This is an optimization exercise on Yosys and OpenROAD, whose aim is small area, a short achievable clock period and few clock cycles per item, not a production implementation. Function was not checked in any run shown here: the RTL went through the layout flow alone. No activity file was given, so power comes from the tool's default toggle rates.

`run.sh`:
```
#!/bin/bash
# synth_recipe.tcl (not shown) runs the flow's synth.tcl, then flattens the netlist and writes it again
# the make line also repeats each setting of config.mk as NAME=value (left out here)
make -C /OpenROAD-flow-scripts/flow DESIGN_CONFIG=/design/flow/config.mk WORK_HOME=/design/flow/orfs CLKGATE_MAP_FILE= SYNTH_SCRIPT=/design/flow/synth_recipe.tcl finish
```
`config.mk`:
```
export PLATFORM = sky130hd
export DESIGN_NAME = rle_plane_enc
export DESIGN_NICKNAME = rle_plane_enc
export VERILOG_FILES = /design/flow/design.v
export SDC_FILE = /design/flow/constraint.sdc
export NUM_CORES = 4
export LEC_CHECK = 0
export CAP_MARGIN = 20
export CORE_MARGIN = 2
export CORE_UTILIZATION = 40
export SLEW_MARGIN = 20
```
`constraint.sdc`:
```
create_clock -name core_clock -period 10.0 [get_ports {clk}]
set_input_delay 2.0000 -clock core_clock [delete_from_list [all_inputs] [get_ports {clk}]]
set_output_delay 2.0000 -clock core_clock [all_outputs]
set_load 0.01 [all_outputs]
```
`design.v`:
```
module rle_plane_enc (
    input  wire       clk,
    input  wire       rst,
    input  wire       in_valid,
    output reg        in_ready,
    input  wire [7:0] in_data,
    input  wire       in_last,
    output reg        out_valid,
    input  wire       out_ready,
    output reg  [7:0] out_data,
    output reg        out_last
);
    localparam integer N  = 132;    
    localparam integer PW = 8;      
    localparam integer M  = 8;      
    localparam [1:0] T_DEAD = 2'd0, T_LIT = 2'd1, T_RUN = 2'd2, T_RUNL = 2'd3;
    reg [7:0] wd0, wd1, wd2, wd3, wd4;
    reg       wl0, wl1, wl2, wl3, wl4;
    reg [2:0] wc;
    wire acc = in_valid && in_ready;
    reg [7:0] sval;       
    reg [6:0] scnt;       
    reg       srun;       
    reg [6:0] lcnt;       
    reg       lone;       
    reg       cont;       
    localparam integer FD = 4;
    reg [8:0] hq [0:FD-1];
    reg [1:0] hq_wp, hq_rp;
    reg [2:0] hq_n;
    wire hq_full  = (hq_n == FD);
    wire hq_empty = (hq_n == 0);
    reg [10*N-1:0] ring;
    reg [PW-1:0]   ptr;         
    reg [PW-1:0]   dy;          
    reg            fa;          
    reg            clr;         
    wire [1:0] tap_tag = ring[10*N-1 -: 2];
    wire [7:0] tap_dat = ring[10*N-3 -: 8];
    wire [1:0] n2_tag  = ring[10*(N-1)-1 -: 2];
    wire       pey     = (dy == N-1);           
    reg [7:0] lrem;       
    reg       shortf;     
    reg       vdone;      
    reg       eopc;       
    localparam integer OQ = 3;
    reg [8:0] oq [0:OQ-1];
    reg [1:0] oq_wp, oq_rp;
    reg [1:0] oq_n;
    reg       can_out;    
    wire la_ok = (wc >= 3'd4) || (wc >= 3'd1 && wl0) || (wc >= 3'd2 && wl1) ||
                 (wc >= 3'd3 && wl2);
    wire e_ok  = (wc != 3'd0) && la_ok;
    wire eq01 = (wd1 == wd0);
    wire eq02 = (wd2 == wd0);
    wire eq03 = (wd3 == wd0);
    wire new_str = (scnt == 7'd0) || (wd0 != sval) || (scnt == 7'd127);
    wire run_start = new_str && !wl0 && !wl1 && !wl2 && eq01 && eq02 && eq03;
    wire is_run = new_str ? run_start : srun;
    wire is_lit = !is_run;
    wire [6:0] c1 = scnt + 7'd1;                  
    wire b1 = !wl0 && eq01 && (c1 != 7'd127);     
    wire b2 = b1 && !wl1 && eq02 && (c1 != 7'd126);
    wire end1 = b1 && (wl1 || c1 == 7'd126 || !eq02);
    wire end2 = b2 && (wl2 || c1 == 7'd125 || !eq03);
    wire run_cont = !new_str && srun;
    wire rq_val = run_cont && end1;
    wire rq_hdr = run_cont && end2;
    wire rq_lit = is_lit;
    wire rq_any = rq_lit || rq_val || rq_hdr;
    wire [7:0] lcnt1 = {1'b0, lcnt} + 8'd1;
    wire lone1  = (lcnt == 7'd0) ? !cont : (lone && !new_str);
    wire lclose = rq_lit && (wl0 || lcnt1 == 8'd128);
    wire rclose = run_start && (lcnt != 7'd0);
    wire push   = lclose || rclose;
    wire [7:0] hdr_l = (lone1 && lcnt1 >= 8'd2) ? (8'd128 + lcnt1) : lcnt1;
    wire [7:0] hdr_r = (lone && lcnt >= 7'd2) ? (8'd128 + {1'b0, lcnt}) : {1'b0, lcnt};
    wire [8:0] push_ent = rclose ? {hdr_r, 1'b0} : {hdr_l, wl0};
    wire sos = (lcnt == 7'd0);
    wire [7:0] w_dat = rq_hdr ? (8'd128 + {1'b0, c1} + 8'd2) : wd0;
    wire [1:0] w_tag = rq_lit ? T_LIT : (rq_val && wl1) ? T_RUNL : T_RUN;
    wire tap_live = (tap_tag != T_DEAD) && !clr;
    wire is_head  = tap_live && fa;
    wire head_lit = (tap_tag == T_LIT);
    wire lit_ok   = (lrem != 8'd0);
    wire take_drop = is_head && head_lit && lit_ok && vdone;
    wire take_out  = is_head && can_out && (head_lit ? (lit_ok && !vdone) : 1'b1);
    wire consume   = take_drop || take_out;
    wire skip      = is_head && !consume;
    wire fa_next = fa ? (skip ? pey : 1'b1) : pey;
    wire slot0_free = fa && (!tap_live || consume);
    reg  near_free;                  
    integer j;
    always @(*) begin
        near_free = 1'b0;
        for (j = 1; j < M; j = j + 1)
            if (dy == j && ring[10*(j-1)+9 -: 2] == T_DEAD && !clr)
                near_free = 1'b1;
    end
    wire lit_next = rq_lit && !sos;
    wire wr_ok = lit_next ? ((dy == 0) ? slot0_free : near_free)
                          : (slot0_free && (!rq_lit || dy != 0));
    wire adv   = e_ok && (!rq_any || wr_ok) && (!push || !hq_full);
    wire write = adv && rq_any;
    wire [PW-1:0] wslot = lit_next ? dy : {PW{1'b0}};
    wire [8:0] hq_head = hq[hq_rp];
    wire hdr_go = !clr && (lrem == 8'd0) && !consume && can_out && !hq_empty &&
                  (n2_tag == T_LIT) && fa_next;
    wire [7:0] hh = hq_head[8:1];
    wire h_short = hh[7] && (hh[6:0] != 7'd0);
    wire       opush = take_out || hdr_go;
    wire [7:0] odat  = hdr_go ? hh : tap_dat;
    wire       olast = hdr_go ? 1'b0 :
                       head_lit ? (eopc && (shortf || lrem == 8'd1)) :
                       (tap_tag == T_RUNL);
    reg [10*N-1:0] ring_n;
    integer i;
    always @(*) begin
        ring_n = {ring[10*(N-1)-1:0],
                  {((clr || consume) ? T_DEAD : tap_tag), tap_dat}};
        for (i = 0; i < M; i = i + 1)
            if (write && wslot == i)
                ring_n[10*i+9 -: 10] = {w_tag, w_dat};
    end
    wire [2:0] wc_a = wc - {2'b0, adv};      
    wire [2:0] wc_n = wc_a + {2'b0, acc};
    wire out_pop  = out_valid && out_ready;
    wire out_room = !out_valid || out_ready;      
    wire oq_empty = (oq_n == 2'd0);
    wire o_load_q = out_room && !oq_empty;
    wire o_load_d = out_room && oq_empty && opush;
    wire oq_push  = opush && !o_load_d;
    wire [1:0] oq_n_n = oq_n + {1'b0, oq_push} - {1'b0, o_load_q};
    always @(posedge clk) begin
        if (adv) begin
            wd0 <= wd1; wl0 <= wl1;
            wd1 <= wd2; wl1 <= wl2;
            wd2 <= wd3; wl2 <= wl3;
            wd3 <= wd4; wl3 <= wl4;
        end
        if (acc) begin
            case (wc_a)
                3'd0: begin wd0 <= in_data; wl0 <= in_last; end
                3'd1: begin wd1 <= in_data; wl1 <= in_last; end
                3'd2: begin wd2 <= in_data; wl2 <= in_last; end
                3'd3: begin wd3 <= in_data; wl3 <= in_last; end
                default: begin wd4 <= in_data; wl4 <= in_last; end
            endcase
        end
        ring <= ring_n;
        if (adv && push) hq[hq_wp] <= push_ent;
        if (oq_push) oq[oq_wp] <= {olast, odat};
        if (o_load_q) begin
            out_data <= oq[oq_rp][7:0];
            out_last <= oq[oq_rp][8];
        end else if (o_load_d) begin
            out_data <= odat;
            out_last <= olast;
        end
        if (rst) begin
            wc       <= 3'd0;
            in_ready <= 1'b0;
            scnt     <= 7'd0;
            srun     <= 1'b0;
            lcnt     <= 7'd0;
            lone     <= 1'b0;
            cont     <= 1'b0;
            hq_wp    <= 2'd0;
            hq_rp    <= 2'd0;
            hq_n     <= 3'd0;
            ptr      <= {PW{1'b0}};
            dy       <= {PW{1'b0}};
            fa       <= 1'b1;
            clr      <= 1'b1;
            lrem     <= 8'd0;
            shortf   <= 1'b0;
            vdone    <= 1'b0;
            eopc     <= 1'b0;
            out_valid <= 1'b0;
            oq_wp    <= 2'd0;
            oq_rp    <= 2'd0;
            oq_n     <= 2'd0;
            can_out  <= 1'b0;
        end else begin
            wc       <= wc_n;
            in_ready <= (wc_n != 3'd5);
            if (adv) begin
                sval <= wd0;
                scnt <= wl0 ? 7'd0 : (new_str ? 7'd1 : c1);
                srun <= is_run;
                if (rq_lit) begin
                    if (lclose) begin
                        lcnt <= 7'd0;
                        cont <= !wl0;
                    end else begin
                        lcnt <= lcnt1[6:0];
                        lone <= lone1;
                    end
                end else if (run_start) begin
                    lcnt <= 7'd0;
                    cont <= 1'b0;
                end else if (wl0) begin
                    cont <= 1'b0;
                end
            end
            if (adv && push) hq_wp <= hq_wp + 2'd1;
            if (hdr_go) hq_rp <= hq_rp + 2'd1;
            hq_n <= hq_n + {2'b0, adv && push} - {2'b0, hdr_go};
            ptr <= (ptr == N-1) ? {PW{1'b0}} : ptr + 1'b1;
            if (ptr == N-1) clr <= 1'b0;
            if (write && wslot == 0)
                dy <= {PW{1'b0}};
            else if (!write)
                dy <= (dy == N-1) ? {PW{1'b0}} : dy + 1'b1;
            fa  <= fa_next;
            if (hdr_go) begin
                lrem   <= h_short ? {6'd0, hh[1:0]} : hh;
                shortf <= h_short;
                vdone  <= 1'b0;
                eopc   <= hq_head[0];
            end else if (consume && head_lit) begin
                lrem  <= lrem - 8'd1;
                vdone <= shortf && (lrem != 8'd1);
            end
            if (out_room) out_valid <= o_load_q || o_load_d;
            if (oq_push) oq_wp <= (oq_wp == OQ-1) ? 2'd0 : oq_wp + 2'd1;
            if (o_load_q) oq_rp <= (oq_rp == OQ-1) ? 2'd0 : oq_rp + 2'd1;
            oq_n    <= oq_n_n;
            can_out <= (oq_n_n != OQ);
        end
    end
endmodule
```
==> out/metrics.csv, run 1 <==
metric,value,unit
type of the worst setup path,flop to flop,
end of the critical path,wd1[2],
Syn Nets,2400,
DR iter-0 viols,804,
"EDFF count, synth",89,
Syn Std Cell Area,36800,µm²
"Slew Viols, Final",0,
Post-CTS Setup Repair Bufs,0,
Final Power,13.4,mW
DP HPWL,30100,µm
Die Footprint,94400,µm²
clock skew,0.0239,ns
# IOs,24,
Root Buffer Master,clkbuf_16,
worst flop-to-flop path startpoint,wd0[4],
Setup-failing EPs final,0,
Yosys reg bits,1514,
Pleak,17.0,nW
CP Launch Point,wd0[4],
fin nets,2519,
clk latency of the worst-skew pair,0.73,ns
Final Hold Fails,0,
worst r2r path cells,16,
Vias/cell,4.28,
RSZ-0062 raised after global routing,false,
first-pass GRT wire length,87400,µm
number of max-cap violations,0,
WL/cell,13.9,µm
maximum VDD drop,0.000201,V
status,finished clean,
GP Congestion,0.786,
GRT Total Usage,11.5,%
Die X,307,µm
"Top FF cell, synth",dfxtp_1,
worst r2r dst,wd1[2],
fmax,0.171,GHz
routed via count,16100,
cts bufs inserted,142,
H-Tree Depth,4,
1st-pass router iterations,5,
Crit Path Max Fanout,52,
crit end category,flop,
CTS Buffer Depth,3,
pre-CTS setup slack,4.20,ns
Final WS setup,4.15,ns
part of the cycle the worst path needs,58.5,%
chip height,307,µm
CTS tree,done,
layout cells sized above 1,12.4,%
CTS sink cnt,1514,
Synth cell types,68,
Worst slew margin,27.4,%
Synth-to-Final Area Change,17.2,%
Syn Inst Count,2359,
grt ovf,0,
sequential fraction of the synthesis area,84.8,%
Initial Utilization,40.3,%
mean post-synth cell area,15.6,µm²
Detailed Route WL,52500,µm
"Reg clk slew, reported paths",0.06,ns
Startpoint Class,flop,
pwr dens,312,nW/µm²
Slew @ Worst Pin,1.09,ns
Worst R2R Setup Slack,4.15,ns
I/O Buffers,23,
CP arrival,6.42,ns
"Min Clock Period, post-route",5.85,ns
Core Box Area,91400,µm²
row count,111,
# DRC,0,
CTS resizes,0,
largest net degree at the start of global routing,53,
setup TNS,0,ns
antenna violations before repair,0,
# diodes,0,
hold buffer count at CTS,0,
WP data required,10.57,ns
number of global-route vias before repair,16700,
Min-Delay Path Class,flop to flop,
synth warn,1,
asr flop ratio synth,0,%
ANT nets after route,0,
## report_power, final
group	internal [mW]	switching, mW
logic	0.493	0.655
clock network	3.09	2.22
registers	6.70	0.290
total	10.3	3.16
## cells by family (layout without fill, tap and decap cells)
kind of cell               Yosys count  after routing  share of synthesized area (%)
xor gates and xnor gates            70             70                           1.67
AOI/OAI and AO/OA                  183            183                           3.01
and+or+nand+nor                    351            351                           4.64
buffers and inverters               88            316                          0.939
muxes                              125            125                           3.95
adders and majority gates           28             28                          0.973
DFF                               1514           1514                           84.8
## critical path, stage by stage, from the launching register on
cell and delay, ns:
dfxtp_1 0.54, xor2_1 0.12, nor4_1 0.82, and3_1 0.51
or4_1 0.32, mux2i_2 0.38, o21a_1 0.24, o21ai_1 0.08
buf_4 0.23, inv_2 0.07, buf_4 0.62, ha_1 0.30
ha_1 0.22, xnor2_1 0.20, nand3_1 0.67, nor2_1 0.26
a21oi_1 0.06
## cells in the final DEF (no fill, tap or decap), types with 10 or more instances in the layout
cell type	instances
dfxtp_1	1425
clkbuf_16	146
nor2_1	101
nand2_1	99
edfxtp_1	89
a21oi_1	78
mux2_2	67
mux2i_1	47
xnor2_1	42
o21ai_0	36
nand3_1	32
clkbuf_1	31
inv_1	29
xor2_1	28
ha_1	27
clkbuf_8	22
clkdlybuf4s50_1	22
clkinv_2	17
and3_1	15
nand4_1	14
nor3_1	13
nor4_1	11
nor2b_1	11
or4_1	10
o31ai_1	10
buf_4	10
## layout make-up
| cell class | instances | area, µm² |
|---|---|---|
| Sequential cell | 1514 | 31200 |
| Fill cell | 7825 | 48300 |
| Timing Repair Buffer | 33 | 300 |
| Multi-Input combinational cell | 757 | 5250 |
| Clock inverter | 54 | 693 |
| Clock buffer | 199 | 4070 |
| Inverter | 30 | 113 |
| Tap cell | 1186 | 1480 |
## synth_stat cells (10+ instances only)
cell type	instances	share of area, %
edfxtp_1	89	7.3
dfxtp_1	1425	78
nand4_1	14	0.24
and3_1	15	0.26
nand3_1	32	0.44
nor2b_1	11	0.19
or4_1	10	0.20
nand2_1	99	1.0
mux2i_1	47	1.3
xor2_1	28	0.67
ha_1	27	0.92
o21ai_0	37	0.50
mux2_2	67	2.1
buf_2	12	0.16
inv_1	29	0.30
nor2_1	101	1.0
o31ai_1	10	0.20
clkbuf_1	42	0.43
nor4_1	13	0.22
a21oi_1	78	1.1
nor3_1	13	0.18
xnor2_1	42	1.0
## routing by layer
layer / GRT usage [%] / part of all wire [%] / wire, µm / vias to the layer above
met5: 0 / 0 / 0 / -
met4: 5.50 / 2.7 / 1420 / 0
met3: 2.94 / 3.8 / 2020 / 119
met2: 17.2 / 43 / 22600 / 262
met1: 15.7 / 50 / 26400 / 7678
li1: - / - / - / 8077
## state kept, by name, summed over array words and instances (netlist names), 3 cells and up, named ones only
register / flops
dy: 8
hq: 36
hq_n: 3
lcnt: 7
lrem: 8
oq: 27
out_data: 8
ptr: 8
ring: 1320
scnt: 7
sval: 8
wc: 3
wd0: 8
wd1: 8
wd2: 8
wd3: 8
wd4: 8
## worst min path at each step
| stage | slack, ns | startpoint | cells past startpoint | to |
|---|---|---|---|---|
| 2_1_floorplan | 0.31 | ring[990] | 0 | ring[1000] |
| 3_3_place_gp | 0.31 | ring[1078] | 0 | ring[1088] |
| 3_5_place_dp | 0.31 | ring[93] | 0 | ring[103] |
| 4_1_cts | 0.30 | ring[1087] | 0 | ring[1097] |
| 5_1_grt | 0.30 | ring[1087] | 0 | ring[1097] |
| 6_report | 0.30 | ring[1087] | 0 | ring[1097] |
## metrics by stage
| stage | util [%] | instances | area (µm²) | hold WS (ns) |
|---|---|---|---|---|
| CTS | 47.2 | 3773 | 43100 | 0.304 |
| floorplan | - | 2359 | 36800 | 0.310 |
| finish | 47.2 | 3773 | 43100 | 0.301 |
| detailed placement | 42.0 | 3520 | 38300 | 0.312 |
| global route | 47.2 | 3773 | 43100 | 0.304 |
| global placement | 42.0 | 3520 | 38300 | 0.310 |
==> inputs of run 2 (changes only) <==
--- a/config.mk
+++ b/config.mk
@@ -9,3 +9,5 @@
 export CORE_MARGIN = 2
 export CORE_UTILIZATION = 40
+export CTS_BUF_LIST = sky130_fd_sc_hd__clkbuf_4
+export CTS_CLUSTER_SIZE = 30
 export SLEW_MARGIN = 20
==> run 2 against run 1 <==
Maximum frequency increased by 1.3%; routed wire length increased by 3.5%; setup slack improved by 0.073 ns; power decreased by 3.7%; register-to-register slack improved by 0.07 ns; core utilization decreased by 0.20 points; synthesized cell count unchanged; area after synthesis unchanged; sequential share of layout area increased by 0.31 points; worst hold slack got worse by 0.036 ns; via count increased by 8.3%; highest routed layer unchanged.
==> out/metrics.csv, run 2 <==
metric,value,unit,change
ANT nets after route,0,,unchanged
maximum VDD drop,0.000172,V,was 0.000201 V
chip height,307,µm,unchanged
"Top FF cell, synth",dfxtp_1,,unchanged
asr flop ratio synth,0,%,unchanged
number of global-route vias before repair,18800,,was 16700
"top cells by count, synth","dfxtp_1, nor2_1, nand2_1, edfxtp_1, a21oi_1",,unchanged
crit end category,flop,,unchanged
# DRC,0,,unchanged
Yosys reg bits,1514,,unchanged
synth warn,1,,unchanged
fmax,0.173,GHz,was 0.171 GHz
Final Hold Fails,0,,unchanged
DP HPWL,30100,µm,unchanged
CTS Buffer Depth,4,,was 3
sequential fraction of the synthesis area,84.8,%,unchanged
routed via count,17500,,was 16100
Crit Path Max Fanout,52,,unchanged
Int Power,9.82,mW,was 10.3 mW
type of the worst setup path,flop to flop,,unchanged
Synth area leader,dfxtp_1,,unchanged
clock skew,0.0785,ns,was 0.0239 ns
Die Footprint,94400,µm²,unchanged
RSZ-0062 raised after global routing,false,,unchanged
WP data required,10.93,ns,was 10.57 ns
cts bufs inserted,367,,was 142
H-Tree Depth,5,,was 4
row count,111,,unchanged
WL/cell,13.1,µm,was 13.9 µm
Slew @ Worst Pin,1.09,ns,about the same
Layout Utilization,47.0,%,was 47.2%
ranking of synthesized cells by area,"dfxtp_1, edfxtp_1, mux2_2",,unchanged
clock power share,37.2,%,was 39.5%
"EDFF count, synth",89,,unchanged
Initial Utilization,40.3,%,unchanged
first-pass GRT wire length,92100,µm,was 87400 µm
Post-CTS Setup Repair Bufs,0,,unchanged
Syn Std Cell Area,36800,µm²,unchanged
Final Power,12.9,mW,was 13.4 mW
Yosys top cell area share,77.6,%,unchanged
sequential group share of total power,53.9,%,was 52.0%
Core Box Area,91400,µm²,unchanged
Logic pwr share,8.9,%,was 8.5%
number of flip-flops in the largest register,1320,,unchanged
Die X,307,µm,unchanged
CTS resizes,0,,unchanged
GP Congestion,0.786,,unchanged
antenna violations before repair,2,,was 0
fin nets,2744,,was 2519
Root Buffer Master,clkbuf_4,,was clkbuf_16
layout cells sized above 1,22.5,%,was 12.4%
"commonest non-fill, non-tap cells in the layout","dfxtp_1, clkbuf_4, nor2_1, nand2_1, edfxtp_1",,"was dfxtp_1, clkbuf_16, nor2_1, nand2_1, edfxtp_1"
mean post-synth cell area,15.6,µm²,unchanged
CTS sink cnt,1514,,unchanged
pwr dens,302,nW/µm²,was 312 nW/µm²
Sw Pwr,3.13,mW,was 3.16 mW
Startpoint Class,flop,,unchanged
Net Sw Frac,24.1,%,was 23.5%
1st-pass router iterations,5,,unchanged
"Reg clk slew, reported paths",0.06,ns,about the same
clk latency of the worst-skew pair,1.07,ns,was 0.73 ns
top flop regs,"ring (1320), hq (36), oq (27)",,unchanged
CTS tree,done,,unchanged
grt ovf,0,,unchanged
"Slew Viols, Final",0,,unchanged
Pleak,17.4,nW,was 17.0 nW
status,finished clean,,unchanged
number of max-cap violations,0,,unchanged
"most common cell after layout, fill and taps aside",dfxtp_1,,unchanged
WHS,0.265,ns,was 0.301 ns
Min-Delay Path Class,flop to flop,,unchanged
Setup-failing EPs final,0,,unchanged
Worst slew margin,27.1,%,was 27.4%
CP arrival,6.71,ns,was 6.42 ns
largest net degree at the start of global routing,53,,unchanged
setup TNS,0,ns,unchanged
Synth cell types,68,,unchanged
I/O Buffers,23,,unchanged
DR iter-0 viols,758,,was 804
Vias/cell,4.21,,was 4.28
hold buffer count at CTS,0,,unchanged
# IOs,24,,unchanged
Syn Nets,2400,,unchanged
part of the cycle the worst path needs,57.8,%,was 58.5%
"Min Clock Period, post-route",5.78,ns,was 5.85 ns
most numerous cell in the Yosys netlist,dfxtp_1,,unchanged
Synth-to-Final Area Change,16.7,%,was 17.2%
Reg with most FFs,ring,,unchanged
Syn Inst Count,2359,,unchanged
Detailed Route WL,54300,µm,was 52500 µm
GRT Total Usage,12.0,%,was 11.5%
run 2: worst paths after layout:
path	startpoint	to	slack [ns]	cells after the start
worst max-delay path	scnt[0]	wd1[1]	4.22	17
worst min-delay path	ring[837]	ring[847]	0.27	0
worst max register to register	scnt[0]	wd1[1]	4.22	17
worst min register to register	ring[837]	ring[847]	0.27	0
run 2: metal layers:
| metal | share of wire (%) | GRT usage (%) | up-vias |
|---|---|---|---|
| li1 | - | - | 8755 |
| met1 | 49 | 15.5 | 8236 |
| met2 | 44 | 17.5 | 357 |
| met3 | 4.0 | 3.71 | 125 |
| met4 | 2.7 | 7.71 | 0 |
| met5 | 0 | 0 | - |
run 2: worst max-delay path, cell delays in order (launching register included):
cell      delay, ns
dfxtp_1        0.52
ha_1           0.37
nand4_1        0.12
o2bb2a_1       0.34
and3_1         0.27
or4_1          0.66
mux2i_2        0.36
o21a_1         0.23
o21ai_1        0.08
buf_4          0.23
inv_2          0.07
buf_4          0.62
ha_1           0.30
ha_1           0.22
xnor2_1        0.21
nand3_1        0.67
nor2_1         0.26
a21oi_1        0.06
run 2: cell type report:
type / count / area, µm²
fillers: 8060 / 48500
well taps: 1186 / 1480
clock buffers: 544 / 4080
multi-input cells: 757 / 5250
flip-flops and latches: 1514 / 31200
repair buffers: 33 / 300
inverters: 30 / 113
diodes: 5 / 12.5
clock inverters: 84 / 488
run 2: logic make-up after synthesis:
group,count (synthesis),synth area share [%]
adders and majority gates,28,0.973
buffers and inverters,88,0.939
DFF,1514,84.8
muxes,125,3.95
xor gates and xnor gates,70,1.67
AOI/OAI and AO/OA,183,3.01
and+or+nand+nor,351,4.64
run 2: metrics by stage:
step,area (µm²),cells,worst slack [ns]
after global routing,42900,4153,3.63
after floorplan,36800,2359,5.27
after CTS,42900,4148,4.21
after global placement,38300,3520,4.33
after detailed placement,38300,3520,4.20
final,42900,4153,4.22
run 2: power by group through the flow:
stage | combinational (mW) | sequential, mW | clock [mW]
floorplan | 0.891 | 6.97 | 0
global placement | 1.13 | 7.12 | 0
detailed placement | 1.15 | 7.11 | 0
CTS | 1.16 | 7.00 | 5.04
global route | 1.29 | 7.05 | 5.37
finish | 1.15 | 6.99 | 4.81
==> inputs of run 3 (changes only) <==
--- a/config.mk
+++ b/config.mk
@@ -6,8 +6,9 @@
 export NUM_CORES = 4
 export LEC_CHECK = 0
+export ABC_CLOCK_PERIOD_IN_PS = 3000
 export CAP_MARGIN = 20
 export CORE_MARGIN = 2
 export CORE_UTILIZATION = 40
-export CTS_BUF_LIST = sky130_fd_sc_hd__clkbuf_4
-export CTS_CLUSTER_SIZE = 30
+export CTS_BUF_LIST = sky130_fd_sc_hd__clkbuf_2 sky130_fd_sc_hd__clkbuf_4
+export CTS_CLUSTER_SIZE = 40
 export SLEW_MARGIN = 20
==> run 3 against run 2 <==
Count of clock-buffer cells in the layout grew 8; cell area grew 0.11%; sequential share of layout area fell by 0.076 points; synthesized cell count stayed put; combinational power is essentially flat; routed wire length rose by 0.26%; highest routed layer unchanged; non-clock buffer count unchanged; still clean on timing, DRC and antenna; global-route usage is essentially flat; worst hold slack worse by 0.038 ns; clock skew increased by 0.032 ns; largest cell class unchanged.
==> out/metrics.csv, run 3 <==
metric,value,unit,change
"Slew Viols, Final",0,,unchanged
Synth area leader,dfxtp_1,,unchanged
Syn Nets,2400,,unchanged
fin nets,2744,,unchanged
chip height,307,µm,unchanged
Crit Path Max Fanout,52,,unchanged
# DRC,0,,unchanged
clock skew,0.110,ns,was 0.0785 ns
most numerous cell in the Yosys netlist,dfxtp_1,,unchanged
maximum VDD drop,0.000172,V,about the same
GP Congestion,0.786,,unchanged
CTS tree,done,,unchanged
DP Cell Count,3520,,unchanged
hold buffer count at CTS,0,,unchanged
Final Hold Fails,0,,unchanged
Root Buffer Master,clkbuf_4,,unchanged
pwr dens,302,nW/µm²,about the same
Syn Std Cell Area,36800,µm²,unchanged
Synth-to-Final Area Change,16.8,%,was 16.7%
Worst Hold End,ring[955],,was ring[847]
Setup-failing EPs final,0,,unchanged
Pleak,17.4,nW,about the same
"Reg clk slew, reported paths",0.06,ns,about the same
worst r2r dst,wd1[1],,unchanged
grt ovf,0,,unchanged
DP HPWL,30100,µm,unchanged
mean post-synth cell area,15.6,µm²,unchanged
clk latency of the worst-skew pair,1.14,ns,was 1.07 ns
crit end category,flop,,unchanged
Detailed Route WL,54500,µm,was 54300 µm
number of flip-flops in the largest register,1320,,unchanged
pre-CTS setup slack,4.20,ns,unchanged
ANT nets after route,0,,unchanged
CTS Buffer Depth,4,,unchanged
Worst slew margin,25.9,%,was 27.1%
largest net degree at the start of global routing,53,,unchanged
sequential fraction of the synthesis area,84.8,%,unchanged
cts bufs inserted,367,,unchanged
"top cells by count, synth","dfxtp_1, nor2_1, nand2_1, edfxtp_1, a21oi_1",,unchanged
first-pass GRT wire length,92100,µm,about the same
"Min Clock Period, post-route",5.77,ns,was 5.78 ns
hold path depth,0,,unchanged
"most common cell after layout, fill and taps aside",dfxtp_1,,unchanged
Final WS setup,4.23,ns,was 4.22 ns
Reg with most FFs,ring,,unchanged
setup TNS,0,ns,unchanged
Slew @ Worst Pin,1.11,ns,was 1.09 ns
number of max-cap violations,0,,unchanged
worst flop-to-flop path startpoint,scnt[0],,unchanged
Initial Utilization,40.3,%,unchanged
Yosys top cell area share,77.6,%,unchanged
hold path start,ring[945],,was ring[837]
worst r2r path cells,17,,unchanged
CP arrival,6.69,ns,was 6.71 ns
row count,111,,unchanged
WL/cell,13.1,µm,about the same
"Top FF cell, synth",dfxtp_1,,unchanged
"Cell Count, Final, Fillers Out",4163,,was 4153
1st-pass router iterations,5,,unchanged
Die Footprint,94400,µm²,unchanged
Post-CTS Setup Repair Bufs,0,,unchanged
Layout Utilization,47.0,%,about the same
CTS sink cnt,1514,,unchanged
Worst R2R Setup Slack,4.23,ns,was 4.22 ns
DR iter-0 viols,828,,was 758
RSZ-0062 raised after global routing,false,,unchanged
status,finished clean,,unchanged
"commonest non-fill, non-tap cells in the layout","dfxtp_1, clkbuf_4, nor2_1, nand2_1, edfxtp_1",,unchanged
Die X,307,µm,unchanged
antenna violations before repair,2,,unchanged
I/O Buffers,23,,unchanged
routed via count,17500,,about the same
Core Box Area,91400,µm²,unchanged
GRT Total Usage,12.0,%,about the same
fmax,0.173,GHz,about the same
# IOs,24,,unchanged
asr flop ratio synth,0,%,unchanged
Yosys reg bits,1514,,unchanged
CTS resizes,0,,unchanged
Startpoint Class,flop,,unchanged
synth warn,1,,unchanged
number of global-route vias before repair,18800,,about the same
part of the cycle the worst path needs,57.7,%,was 57.8%
Syn Inst Count,2359,,unchanged
layout cells sized above 1,22.7,%,was 22.5%
Min-Delay Path Class,flop to flop,,unchanged
type of the worst setup path,flop to flop,,unchanged
H-Tree Depth,5,,unchanged
Vias/cell,4.21,,about the same
top flop regs,"ring (1320), hq (36), oq (27)",,unchanged
"EDFF count, synth",89,,unchanged
ranking of synthesized cells by area,"dfxtp_1, edfxtp_1, mux2_2",,unchanged
WP data required,10.92,ns,was 10.93 ns
Synth cell types,68,,unchanged
[run 3: worst max-delay path: stages (launching register included)]
cell and delay [ns]:
dfxtp_1 0.52, ha_1 0.37, nand4_1 0.12, o2bb2a_1 0.34, and3_1 0.28, or4_1 0.65, mux2i_2 0.36, o21a_1 0.23
o21ai_1 0.08, buf_4 0.23, inv_2 0.07, buf_4 0.62, ha_1 0.30, ha_1 0.22, xnor2_1 0.21, nand3_1 0.67
nor2_1 0.27, a21oi_1 0.06
[run 3: kinds of logic (layout without fill, tap and decap cells)]
logic type                 count (synthesis)  after routing  synth area share [%]
muxes                                    125            125                  3.95
AOI/OAI and AO/OA                        183            183                  3.01
DFF                                     1514           1514                  84.8
xor gates and xnor gates                  70             70                  1.67
other                                      0              5                     0
adders and majority gates                 28             28                 0.973
buffers and inverters                     88            701                 0.939
and+or+nand+nor                          351            351                  4.64
[run 3: cell type report]
| cell class | instances | area [µm²] |
|---|---|---|
| clock inverter | 86 | 473 |
| clock buffer | 552 | 4140 |
| timing repair buffer | 33 | 300 |
| antenna | 5 | 12.5 |
| tap | 1186 | 1480 |
| inverter | 30 | 113 |
| fill | 8052 | 48400 |
| multi-input combinational | 757 | 5250 |
| sequential | 1514 | 31200 |
[run 3: how the worst max path moves through the flow]
stage / from / to / slack (ns) / depth (start not counted)
after floorplan: scnt[1] / wc[2] / 5.27 / 19
after global placement: scnt[0] / wl1 / 4.33 / 17
after detailed placement: scnt[0] / wd1[2] / 4.20 / 17
after CTS: wd0[4] / wd1[1] / 4.23 / 16
after global routing: wd0[7] / wd1[1] / 3.66 / 16
final: scnt[0] / wd1[1] / 4.23 / 17
[run 3: through the flow]
step | hold slack (ns) | cell area (µm²) | total power [mW]
2_1_floorplan | 0.310 | 36800 | 7.86
3_3_place_gp | 0.310 | 38300 | 8.25
3_5_place_dp | 0.312 | 38300 | 8.27
4_1_cts | 0.207 | 43000 | 13.2
5_1_grt | 0.231 | 43000 | 13.7
6_report | 0.227 | 43000 | 13.0
[run 3: where the power goes]
group          leakage (nW)  internal [mW]  switching, mW
Combinational          2.20          0.493          0.657
Sequential             12.4           6.70          0.290
Clock                  2.78           2.64           2.19
[run 3: metal layers]
layer | part of all wire (%) | GRT usage (%) | up-vias
met2 | 44 | 17.6 | 339
met3 | 3.8 | 3.90 | 144
met5 | 0 | 0 | -
met4 | 2.8 | 7.27 | 0
met1 | 49 | 15.5 | 8285
li1 | - | - | 8768

-- afterwards: timing with drivers on the ports --
The flow's constraints put no driver on any port. The routed layouts listed below were extracted and timed again, unchanged, in two steps. Step 1 assumes that a clkbuf_16 drives the clock port and a buf_2 every other input. Step 2, shift: input delay + t, output delay - t, t = (earliest + latest rising clock arrival at the registers) / 2. This alone moves slack from input paths to output paths. Three values: ideal ports, drivers, drivers and shift; two values: the first two.
run | shift t [ns] | slack for setup (ns) | worst hold slack (ns) | worst register clock-pin slew, ns
run 1 | 0.780 | 4.150 / 4.150 / 4.150 | 0.301 / 0.301 / 0.301 | 0.07 / 0.07
run 2 | 1.115 | 4.223 / 4.223 / 4.223 | 0.265 / 0.265 / 0.265 | 0.07 / 0.07
run 3 | 1.133 | 4.231 / 4.231 / 4.231 | 0.227 / 0.227 / 0.227 | 0.07 / 0.07
After both steps setup and hold are still met in every run listed.
